Source: an optimization exercise on an open RTL-to-GDS flow (aim: small area, a short achievable clock period and few clock cycles). Production flows keep margins and buffers that such runs may drop. The RTL was checked by simulation tests, not by an equivalence proof against the original design. Power is estimated from default activity; no workload was simulated.

## design/flow/config.mk

```make
export PLATFORM = sky130hd
export DESIGN_NAME = nbc_stream_enc
export DESIGN_NICKNAME = nbc_stream_enc
export VERILOG_FILES = /design/flow/design.v
export SDC_FILE = /design/flow/constraint.sdc
export NUM_CORES = 4
export LEC_CHECK = 0
export CAP_MARGIN = 20
export CORE_MARGIN = 2
export CORE_UTILIZATION = 40
export SLEW_MARGIN = 20
```

## design/flow/design.v

```verilog
module nbc_stream_enc (
    input  wire        clk,
    input  wire        rst,
    input  wire        cmd_valid,
    output wire        cmd_ready,
    input  wire [31:0] cmd_count,
    input  wire [1:0]  cmd_mode,
    input  wire [63:0] cmd_acc,
    input  wire        in_valid,
    output wire        in_ready,
    input  wire [63:0] in_data,
    output wire        out_valid,
    input  wire        out_ready,
    output wire [63:0] out_data,
    output wire [3:0]  out_nbytes,
    output wire        out_last
);
    localparam MODE_DELTA = 2'd1;
    localparam MODE_XOR   = 2'd2;
    integer j, i;
    reg [63:0] sd [0:7];
    reg [7:0]  tv, tc, tf, te, tl;
    reg        active;       
    reg [31:0] rem;          
    reg [1:0]  mode;
    reg [63:0] acc;          
    reg [2:0]  gpos;         
    reg [135:0] nbuf;        
    reg [5:0]   cnt;         
    reg         fin;         
    reg [3:0]   lnb;         
    reg [4:0]   blk_n;       
    reg [6:0]   bm;          
    reg         blk_last;    
    reg [15:0] nzn [0:7];
    reg [7:0]  zz, ing, mk;
    reg [15:0] nor_n;
    reg [4:0]  n_c;
    reg        lastgrp;
    always @(*) begin
        for (j = 0; j < 8; j = j + 1) begin
            for (i = 0; i < 16; i = i + 1)
                nzn[j][i] = |sd[j][4*i +: 4];
            zz[j] = ~|nzn[j];
        end
        ing[0] = 1'b1;
        for (j = 1; j < 8; j = j + 1)
            ing[j] = ing[j-1] & ~te[j-1];
        mk = ~ing | zz;
        nor_n = 16'd0;
        lastgrp = 1'b0;
        for (j = 0; j < 8; j = j + 1) begin
            nor_n = nor_n | (nzn[j] & {16{ing[j]}});
            lastgrp = lastgrp | (ing[j] & tl[j]);
        end
        n_c = 5'd0;
        for (i = 0; i < 16; i = i + 1)
            if (nor_n[i]) n_c = i + 1;
    end
    wire v0 = tv[0];
    wire c0 = tc[0];
    wire f0 = tf[0];
    wire l0 = tl[0];
    wire head_noop = ~v0 | (~c0 & ~f0 & bm[0]);
    assign out_valid  = cnt[5] | cnt[4] | fin;
    assign out_last   = fin & (cnt == 6'd16);
    assign out_data   = nbuf[63:0];
    assign out_nbytes = lnb;
    wire xfer = out_valid & out_ready;
    wire ok2    = fin ? (cnt == 6'd16) : ~cnt[5];
    wire out_ok = (~cnt[5] & ~cnt[4]) | (out_ready & ok2);
    wire head_go = head_noop | out_ok;
    assign cmd_ready = ~active & head_go;
    assign in_ready  = active & head_go;
    wire cmd_fire = cmd_valid & cmd_ready;
    wire in_fire  = in_valid & in_ready;
    wire step = head_go & (~active | in_valid | (gpos == 3'd0));
    wire pk   = step & ~head_noop;
    reg [63:0] t_val;
    always @(*) begin
        case (mode)
            MODE_DELTA: t_val = in_data - acc;
            MODE_XOR:   t_val = in_data ^ acc;
            default:    t_val = in_data;
        endcase
    end
    wire        last_v  = (rem == 32'd1);
    wire [63:0] ins_d   = active ? t_val : {32'd0, cmd_count};
    wire        ins_v   = in_fire | cmd_fire;
    wire        ins_c   = ~active;
    wire        ins_f   = active & (gpos == 3'd0);
    wire        ins_e   = active & ((gpos == 3'd7) | last_v);
    wire        ins_l   = active ? last_v : (cmd_count == 32'd0);
    wire [4:0] n_use = f0 ? n_c : blk_n;
    wire       z0    = f0 ? mk[0] : bm[0];
    wire       more  = f0 ? ~&mk[7:1] : ~&bm[6:1];
    wire [5:0] len   = c0 ? 6'd8 : ({1'b0, f0, 2'b00} + {1'b0, (z0 ? 5'd0 : n_use)});
    wire [3:0] q     = cnt[3:0];
    wire [5:0] tot0  = {2'b00, q} + len;
    wire       pad   = ~c0 & ~more & tot0[0];
    wire [5:0] tot   = tot0 + {5'd0, pad};
    wire       fin_set = c0 ? l0 : ((f0 ? lastgrp : blk_last) & ~more);
    wire [79:0]  app   = f0 ? {sd[0], mk, 3'b000, n_c} : {16'd0, sd[0]};
    wire [135:0] app_s = {56'd0, app} << {q, 2'b00};
    wire [135:0] base  = xfer ? {64'd0, nbuf[135:64]} : nbuf;
    wire [5:0]   bcnt  = xfer ? cnt - 6'd16 : cnt;
    wire         bfin  = fin & ~(xfer & out_last);
    wire [5:0]   tot_r = (tot[3:0] == 4'd0) ? tot : {tot[5:4] + 2'd1, 4'd0};
    always @(posedge clk) begin
        if (step) begin
            for (j = 0; j < 7; j = j + 1)
                sd[j] <= sd[j+1];
            sd[7] <= ins_d;
        end
        if (in_fire)
            acc <= in_data;
        else if (cmd_fire)
            acc <= cmd_acc;
        if (cmd_fire) begin
            mode <= cmd_mode;
        end
        if (step & v0 & ~c0) begin
            if (f0) begin
                bm       <= mk[7:1];
                blk_n    <= n_c;
                blk_last <= lastgrp;
            end else begin
                bm <= {1'b1, bm[6:1]};
            end
        end
        if (pk & fin_set)
            lnb <= (tot[3:0] == 4'd0) ? 4'd8 : {1'b0, tot[3:1]};
        if (rst) begin
            tv     <= 8'd0;
            active <= 1'b0;
            nbuf   <= 136'd0;
            cnt    <= 6'd0;
            fin    <= 1'b0;
        end else begin
            if (step) begin
                tv <= {ins_v, tv[7:1]};
                tc <= {ins_c, tc[7:1]};
                tf <= {ins_f, tf[7:1]};
                te <= {ins_e, te[7:1]};
                tl <= {ins_l, tl[7:1]};
            end
            if (cmd_fire) begin
                rem    <= cmd_count;
                gpos   <= 3'd0;
                active <= (cmd_count != 32'd0);
            end else if (in_fire) begin
                rem  <= rem - 32'd1;
                gpos <= ins_e ? 3'd0 : gpos + 3'd1;
                if (last_v)
                    active <= 1'b0;
            end
            if (pk) begin
                nbuf <= base | app_s;
                cnt  <= fin_set ? tot_r : tot;
                fin  <= fin_set;
            end else begin
                nbuf <= base;
                cnt  <= bcnt;
                fin  <= bfin;
            end
        end
    end
endmodule
```

## design/flow/run.sh

```bash
#!/bin/bash
# synth_recipe.tcl (not shown) runs the flow's synth.tcl, then flattens the netlist and writes it again
# the make line also repeats each setting of config.mk as NAME=value (left out here)
make -C /OpenROAD-flow-scripts/flow DESIGN_CONFIG=/design/flow/config.mk WORK_HOME=/design/flow/orfs CLKGATE_MAP_FILE= SYNTH_SCRIPT=/design/flow/synth_recipe.tcl finish
```

## design/flow/constraint.sdc

```tcl
create_clock -name core_clock -period 8.0 [get_ports {clk}]
set_input_delay 1.6000 -clock core_clock [delete_from_list [all_inputs] [get_ports {clk}]]
set_output_delay 1.6000 -clock core_clock [all_outputs]
set_load 0.01 [all_outputs]
```

==> flow_metrics.env, run 1 <==
export IMPL_synth_most_common_cell="edfxtp_1"
export IMPL_final_nets=3957
export IMPL_r2r_start="te[2]$_DFFE_PP_"
export IMPL_rsz0062_at_grt="false"
export IMPL_cp_max_fo=20
export IMPL_syn_inst=3588
export IMPL_vias=29945
export IMPL_postCtsSetupBuffers=0
export IMPL_min_period_ns=6.092
export IMPL_min_from="tc[4]$_DFFE_PP_"
export IMPL_startpoint="te[2]$_DFFE_PP_"
export IMPL_hold_viol_final=0
export IMPL_rows=116
export IMPL_outcome="complete, no violations"
export IMPL_netlist_area_sq_mm=0.04014
export IMPL_postCtsHoldBufs=0
export IMPL_ant_nets=0
export IMPL_synth_common_cells="edfxtp_1, nand2_1, nor2_1, o21ai_0, a21oi_1"
export IMPL_ys_ff_latch=814
export IMPL_synth_ff_type="edfxtp_1"
export IMPL_ir_drop_v=0.0001589
export IMPL_htreeDepth=3
export IMPL_seqCellArea_sq_mm=0.02293
export IMPL_crit_path_frequent_cell="nor2_1"
export IMPL_detailedRoute_firstPassIterationCount=6
export IMPL_die_h_microns=320.8
export IMPL_grt_pass1_wl_microns=180000
export IMPL_synth_cell_types=97
export IMPL_p_clk_share_pct=35.6
export IMPL_hold_path_class="reg2reg"
export IMPL_yosys_area_top_type_share_pct=49.52
export IMPL_cts_buffers=88
export IMPL_timing_final_crit_share_pct=76.15
export IMPL_slowest_stage="edfxtp_1"
export IMPL_synth_area_leaders="edfxtp_1, dfxtp_1, nand2_1"
export IMPL_synth_edf_count=662
export IMPL_routed_wl_microns=119900
export IMPL_antenna_found_initial=1
export IMPL_grt_pass1_vias=28778
export IMPL_setup_viol=0
export IMPL_drtIter0Drc=3399
export IMPL_timing_worst_setup_path_type="reg2reg"
export IMPL_drv_cap=0
export IMPL_async_flop_share_pct=0
export IMPL_root_buffer="clkbuf_16"
export IMPL_power_density_mw_per_mm2=248.2
export IMPL_power_internal_uw=8275
export IMPL_final_util_pct=46.40
export IMPL_cts_reportedPaths_clkPinSlew_ns=0.06
export IMPL_drive_above_1_share_pct=9.783
export IMPL_critPathCaptureType="flip-flop"
export IMPL_gr_total_overflow=0
export IMPL_leakage_uw=0.01677
export IMPL_start_util_pct=40.20
export IMPL_power_switching_uw=3223
export IMPL_slowest_delay_ns=0.81
export IMPL_syn_avg_cell_area_sq_um=11.19
export IMPL_drc_errors=0
export IMPL_clk_latency_ns=0.67
export IMPL_syn_num_nets=3836
export IMPL_max_freq_mhz=164.1
export IMPL_area_delta_synth_final_pct=15.42
export IMPL_nFillCells=9206
export IMPL_swShare_pct=28.03
export IMPL_gp_congestion=0.9482
export IMPL_synth_top_cell_by_area="edfxtp_1"
export IMPL_required_ns=8.53
export IMPL_hold_slack_ns=0.4161
export IMPL_pwr_share_seq_pct=49.6
export IMPL_hpwl_microns=88520
export IMPL_core_sq_mm=0.09986
export IMPL_cts_resized=0
export IMPL_ios=239
export IMPL_worst_pin_slew_ns=1.190
export IMPL_dieWidth_microns=320.8
export IMPL_power_frac_comb_pct=14.8
export IMPL_relSlewSlack_pct=19.92
export IMPL_cts_tree="built"
export IMPL_final_cells=5081
export IMPL_crit_chain="or4_1, or4_1, o21ai_1, a221oi_1, nor4b_1, nand4_1, o21ai_1, a21oi_1, ha_1, or2_2, ha_1, inv_1, nor2_1, nor2_1, or3_1, nor4_1, a221oi_1, o2111ai_1, xnor2_1, xnor2_1, a21oi_1, nor2_1"
export IMPL_die_area_sq_mm=0.1029
export IMPL_cts_max_path_buffers=3
export IMPL_dp_cells=4916
export IMPL_groute_usage_overall_pct=22.96
export IMPL_grt_max_degree=209
export IMPL_seq_area_frac_synth_pct=57.11
export IMPL_avgViaCountPerCell=5.894
export IMPL_finalSetupTns_ns=0
export IMPL_ys_warn_count=3
export IMPL_wl_per_cell_microns=23.60
export IMPL_cp_data_arrival_time_ns=6.62
export IMPL_cp_start_kind="flip-flop"
export IMPL_multiInputGateArea_sq_mm=0.01560
export IMPL_portBuffers=238
export IMPL_cts_sinks=814
export IMPL_skew_ns=0.04257
export IMPL_slew_viol_final=0
state kept, by name, indices dropped and copies added (netlist names):
register / flops
tf: 8
cnt: 6
rem: 32
blk_last: 1
blk_n: 5
fin: 1
mode: 2
nbuf: 136
tv: 8
tc: 8
lnb: 4
active: 1
sd: 512
bm: 7
te: 8
gpos: 3
tl: 8
acc: 64
cell type report:
class	count	area share [%]
Antenna cell	1	0.005401
Clock buffer	108	5.072
Clock inverter	55	1.186
Inverter	117	1.005
Multi-Input combinational cell	2400	33.68
Sequential cell	814	49.49
Tap cell	1298	3.505
Timing Repair Buffer	288	6.060
critical path, delay by kind of cell, from the launching register on:
kind | cells | cell delay, ns
compound gates | 7 | 1.96
fa+ha+maj | 2 | 0.58
xor+xnor | 2 | 0.34
buf+inv | 1 | 0.08
flops | 1 | 0.81
simple gates | 10 | 2.16
cells in the final DEF, fill, tap and decap left out, types with 39 or more instances in the layout:
cell             instances
mux2i_1                 97
a21oi_1                214
clkbuf_16               90
o21a_1                  39
nor4_1                 149
edfxtp_1               662
nor3_1                  45
mux2_2                  83
clkdlybuf4s50_1        237
nand4_1                 45
nor2_1                 346
dfxtp_1                148
o21ai_0                222
ha_1                    78
nand2_1                386
a22oi_1                 44
buf_4                   48
xnor2_1                 39
inv_1                  108
kinds of logic (layout without fill, tap and decap cells):
family                   count (synthesis)  in the layout  share of synthesized area [%]
AO/OA/AOI/OAI                          906            906                          15.01
AND/OR/NAND/NOR                       1139           1139                          13.08
multiplexers                           218            218                          6.861
flip-flops                             814            814                          57.11
buffers and inverters                  374            568                          4.161
XOR/XNOR                                56             56                          1.222
other                                    0              1                              0
adder cells (fa/ha/maj)                 81             81                          2.562
routing by layer:
layer	wire (microns)	up-vias	GRT usage, %
li1	-	13836	-
met1	49050	14532	29.90
met2	56850	1302	38.17
met3	8620	275	3.520
met4	5380	0	9.792
met5	0	-	0
worst paths after layout:
path	slack (ns)	endpoint	depth (start not counted)
max	1.91	cnt[5]$_SDFFE_PP0P_	22
min	0.42	tc[3]$_DFFE_PP_	0
max reg2reg	1.91	cnt[5]$_SDFFE_PP0P_	22
min reg2reg	0.42	tc[3]$_DFFE_PP_	0
power groups by stage:
stage | Sequential [uW] | Combinational, uW | Clock, uW
floorplan | 5580 | 1070 | 0
global placement | 5770 | 1660 | 0
detailed placement | 5790 | 1660 | 0
CTS | 5700 | 1670 | 4170
global route | 5760 | 1830 | 4330
finish | 5700 | 1700 | 4090
per-stage QoR:
step	area, sq um	total power (uW)	worst slack (ns)
3_5_place_dp	43400	7448	1.997
3_3_place_gp	43370	7427	2.023
6_report	46330	11500	1.908
4_1_cts	46300	11540	1.992
2_1_floorplan	40140	6655	1.416
5_1_grt	46330	11930	1.544
Testbench counts, summed over its fixed seeds: cycles 15,185.
==> run 2, diff against run 1 <==
--- a/design/flow/config.mk
+++ b/design/flow/config.mk
@@ -5,7 +5,9 @@
 export SDC_FILE = /design/flow/constraint.sdc
 export NUM_CORES = 4
 export LEC_CHECK = 0
+export ABC_CLOCK_PERIOD_IN_PS = 4000
 export CAP_MARGIN = 20
 export CORE_MARGIN = 2
 export CORE_UTILIZATION = 40
+export SETUP_SLACK_MARGIN = 3.5
 export SLEW_MARGIN = 20
==> run 2 against run 1 <==
  * Still clean on timing, DRC and antenna
  * Flip-flop and latch count unchanged
  * Clock-buffer cell count decreased by 1
  * Critical path depth unchanged
  * Via count increased by 0.98%
  * Largest cell class unchanged
  * Largest power group unchanged
  * Highest routed layer unchanged
==> flow_metrics.env, run 2 <==
export IMPL_outcome="complete, no violations"
export IMPL_timing_final_crit_share_pct=62.74
export IMPL_ys_warn_count=3
export IMPL_max_freq_mhz=199.2
export IMPL_synth_cell_types=97
export IMPL_postCtsHoldBufs=0
export IMPL_r2r_end="cnt[5]$_SDFFE_PP0P_"
export IMPL_start_util_pct=40.20
export IMPL_min_period_ns=5.019
export IMPL_reg2reg_depth=22
export IMPL_syn_avg_cell_area_sq_um=11.19
export IMPL_r2r_start="te[1]$_DFFE_PP_"
export IMPL_whs_path_depth=0
export IMPL_critPathCaptureType="flip-flop"
export IMPL_core_sq_mm=0.09986
export IMPL_synth_edf_count=662
export IMPL_syn_num_nets=3836
export IMPL_finalSetupTns_ns=0
export IMPL_area_delta_synth_final_pct=19.86
export IMPL_syn_inst=3588
export IMPL_crit_path_frequent_cell="nor4_4"
export IMPL_reg_largest_list="sd (512), nbuf (136), acc (64)"
export IMPL_netlist_area_sq_mm=0.04014
export IMPL_ios=239
export IMPL_gr_total_overflow=0
export IMPL_dp_cells=4920
export IMPL_final_cell_mix="edfxtp_1, nand2_1, nor2_1"
export IMPL_gp_congestion=0.9343
export IMPL_required_ns=8.51
export IMPL_async_flop_share_pct=0
export IMPL_antenna_found_initial=1
export IMPL_die_area_sq_mm=0.1029
export IMPL_hold_path_class="reg2reg"
export IMPL_wl_per_cell_microns=24.15
export IMPL_routed_wl_microns=123800
export IMPL_rows=116
export IMPL_root_buffer="clkbuf_16"
export IMPL_cts_max_path_buffers=3
export IMPL_largest_register_ffs=512
export IMPL_cts_tree="built"
export IMPL_skew_ns=0.03940
export IMPL_ir_drop_v=0.0001748
export IMPL_final_cells=5127
export IMPL_drv_cap=0
export IMPL_slowest_delay_ns=0.75
export IMPL_synth_area_leaders="edfxtp_1, dfxtp_1, nand2_1"
export IMPL_avgViaCountPerCell=5.898
export IMPL_grt_max_degree=269
export IMPL_vias=30238
export IMPL_cp_start_kind="flip-flop"
export IMPL_detailedRoute_firstPassIterationCount=6
export IMPL_leakage_uw=0.01729
export IMPL_yosys_area_top_type_share_pct=49.52
export IMPL_dieWidth_microns=320.8
export IMPL_hpwl_microns=90600
export IMPL_drtIter0Drc=3342
export IMPL_diodes=0
export IMPL_drive_above_1_share_pct=14.96
export IMPL_portBuffers=238
export IMPL_power_density_mw_per_mm2=249.9
export IMPL_ant_nets=0
export IMPL_slew_viol_final=0
export IMPL_rsz0062_at_grt="true"
export IMPL_min_from="tc[3]$_DFFE_PP_"
export IMPL_groute_usage_overall_pct=23.55
export IMPL_crit_chain="buf_4, nor4_4, a22oi_1, o211a_1, and4_4, o2111a_2, nor4_4, ha_2, ha_4, or2_4, ha_4, inv_4, nor2_4, nor2_4, or3_4, nor4_4, a221oi_2, xor2_1, a221oi_2, xnor2_1, a21oi_1, nor2_1"
export IMPL_cts_reportedPaths_clkPinSlew_ns=0.06
export IMPL_ys_ff_latch=814
export IMPL_r2r_slack_ns=2.98
export IMPL_worst_pin_slew_ns=1.114
export IMPL_synth_most_common_cell="edfxtp_1"
export IMPL_slowest_stage="nor4_4"
export IMPL_cp_data_arrival_time_ns=5.53
export IMPL_timing_worst_setup_path_type="reg2reg"
export IMPL_grt_pass1_vias=29078
export IMPL_final_util_pct=48.18
export IMPL_setup_viol=0
export IMPL_htreeDepth=3
export IMPL_final_nets=4001
export IMPL_largest_register="sd"
export IMPL_synth_common_cells="edfxtp_1, nand2_1, nor2_1, o21ai_0, a21oi_1"
export IMPL_drc_errors=0
export IMPL_synth_top_cell_by_area="edfxtp_1"
export IMPL_cp_max_fo=10
export IMPL_clk_latency_ns=0.68
export IMPL_hold_end="tc[2]$_DFFE_PP_"
export IMPL_grt_pass1_wl_microns=184000
export IMPL_synth_ff_type="edfxtp_1"
export IMPL_final_common_cell="edfxtp_1"
export IMPL_die_h_microns=320.8
export IMPL_hold_viol_final=0
export IMPL_seq_area_frac_synth_pct=57.11
export IMPL_cts_buffers=90
export IMPL_cts_sinks=814
export IMPL_relSlewSlack_pct=25.15
run 2: cell counts after synthesis:
Identical to the previous run, type by type.
run 2: area by class of cell:
cell class	instances	area, sq um
flip-flops and latches	814	22930
well taps	1298	1624
clock inverters	61	845.8
clock buffers	107	2336
repair buffers	329	3143
multi-input cells	2401	16760
fillers	9000	51740
inverters	117	469.2
run 2: metal layers:
metal | global-route usage, % | vias to the layer above | routed length [microns]
met5 | 0 | - | 0
met4 | 9.958 | 0 | 6044
met3 | 3.683 | 292 | 8766
met2 | 39.55 | 1354 | 58710
met1 | 30.30 | 14658 | 50300
li1 | - | 13934 | -
run 2: kinds of logic (layout without fill, tap and decap cells):
kind of cell / Yosys count / count (layout) / synth area share, %
buf+inv: 374 / 614 / 4.161
compound gates: 906 / 906 / 15.01
flops: 814 / 814 / 57.11
xor+xnor: 56 / 56 / 1.222
fa+ha+maj: 81 / 81 / 2.562
simple gates: 1139 / 1140 / 13.08
mux: 218 / 218 / 6.861
run 2: worst max-delay path: cells and delay by family (launching register included):
family | cells | cell delay [ns]
XOR/XNOR | 2 | 0.29
AND/OR/NAND/NOR | 9 | 2.04
buffers and inverters | 2 | 0.23
flip-flops | 1 | 0.43
adder cells (fa/ha/maj) | 3 | 0.75
AO/OA/AOI/OAI | 6 | 1.14
run 2: through the flow:
stage | setup slack (ns) | hold slack, ns | power, uW | area (sq um)
2_1_floorplan | 2.852 | 0.4003 | 6651 | 40260
3_3_place_gp | 2.203 | 0.4022 | 7468 | 43490
3_5_place_dp | 2.166 | 0.4063 | 7489 | 43510
4_1_cts | 3.029 | 0.4184 | 12000 | 47540
5_1_grt | 2.789 | 0.4197 | 12440 | 48110
6_report | 2.981 | 0.4163 | 12020 | 48110
run 2: how the worst max path moves through the flow:
stage                    startpoint                  end  slack, ns  cells past startpoint
global placement    te[2]$_DFFE_PP_  cnt[5]$_SDFFE_PP0P_       2.20                     22
finish              te[1]$_DFFE_PP_  cnt[5]$_SDFFE_PP0P_       2.98                     22
floorplan           te[2]$_DFFE_PP_  cnt[5]$_SDFFE_PP0P_       2.85                     24
CTS                 te[2]$_DFFE_PP_  cnt[5]$_SDFFE_PP0P_       3.03                     21
detailed placement  te[2]$_DFFE_PP_  cnt[5]$_SDFFE_PP0P_       2.17                     22
global route        te[2]$_DFFE_PP_  cnt[5]$_SDFFE_PP0P_       2.79                     20
run 2: timing repair:
item / in CTS / in global routing
gates cloned: 1 / 0
gates resized for setup: 113 / 90
buffers inserted: 29 / 9
pin swaps: 24 / 16
endpoints found under the setup margin: 358 / 36
run 2: power by group:
group | switching [uW] | internal (uW)
registers | 477 | 5290
clock network | 1750 | 2660
logic | 1140 | 708

what the ideal ports hide:
How much do the figures lean on ideal ports? The routed layouts below were timed once more, with nothing changed but the port constraints. Step 1: set_driving_cell puts a clkbuf_16 on clk and a buf_2 on each other input, an assumption about the parent block. Step 2 moves the port delays by t, midway between the first and last clock arrival at a register: inputs arrive t later, outputs are due t later. That takes back most of the time a late clock gives input paths. a / b / c = ideal / step 1 / step 2; a / b = the first two.
run | shift t [ns] | setup slack, ns | worst slew at a driven data input, ns
run 1 | 0.714 | 1.908 / 1.908 / 1.908 | 0.09
run 2 | 0.733 | 2.981 / 2.981 / 2.865 | 0.08
After both steps setup and hold are still met in every run listed. The setup slack of run 2, which loses most, moves by 0.000 ns with the drivers and by -0.116 ns with both steps.
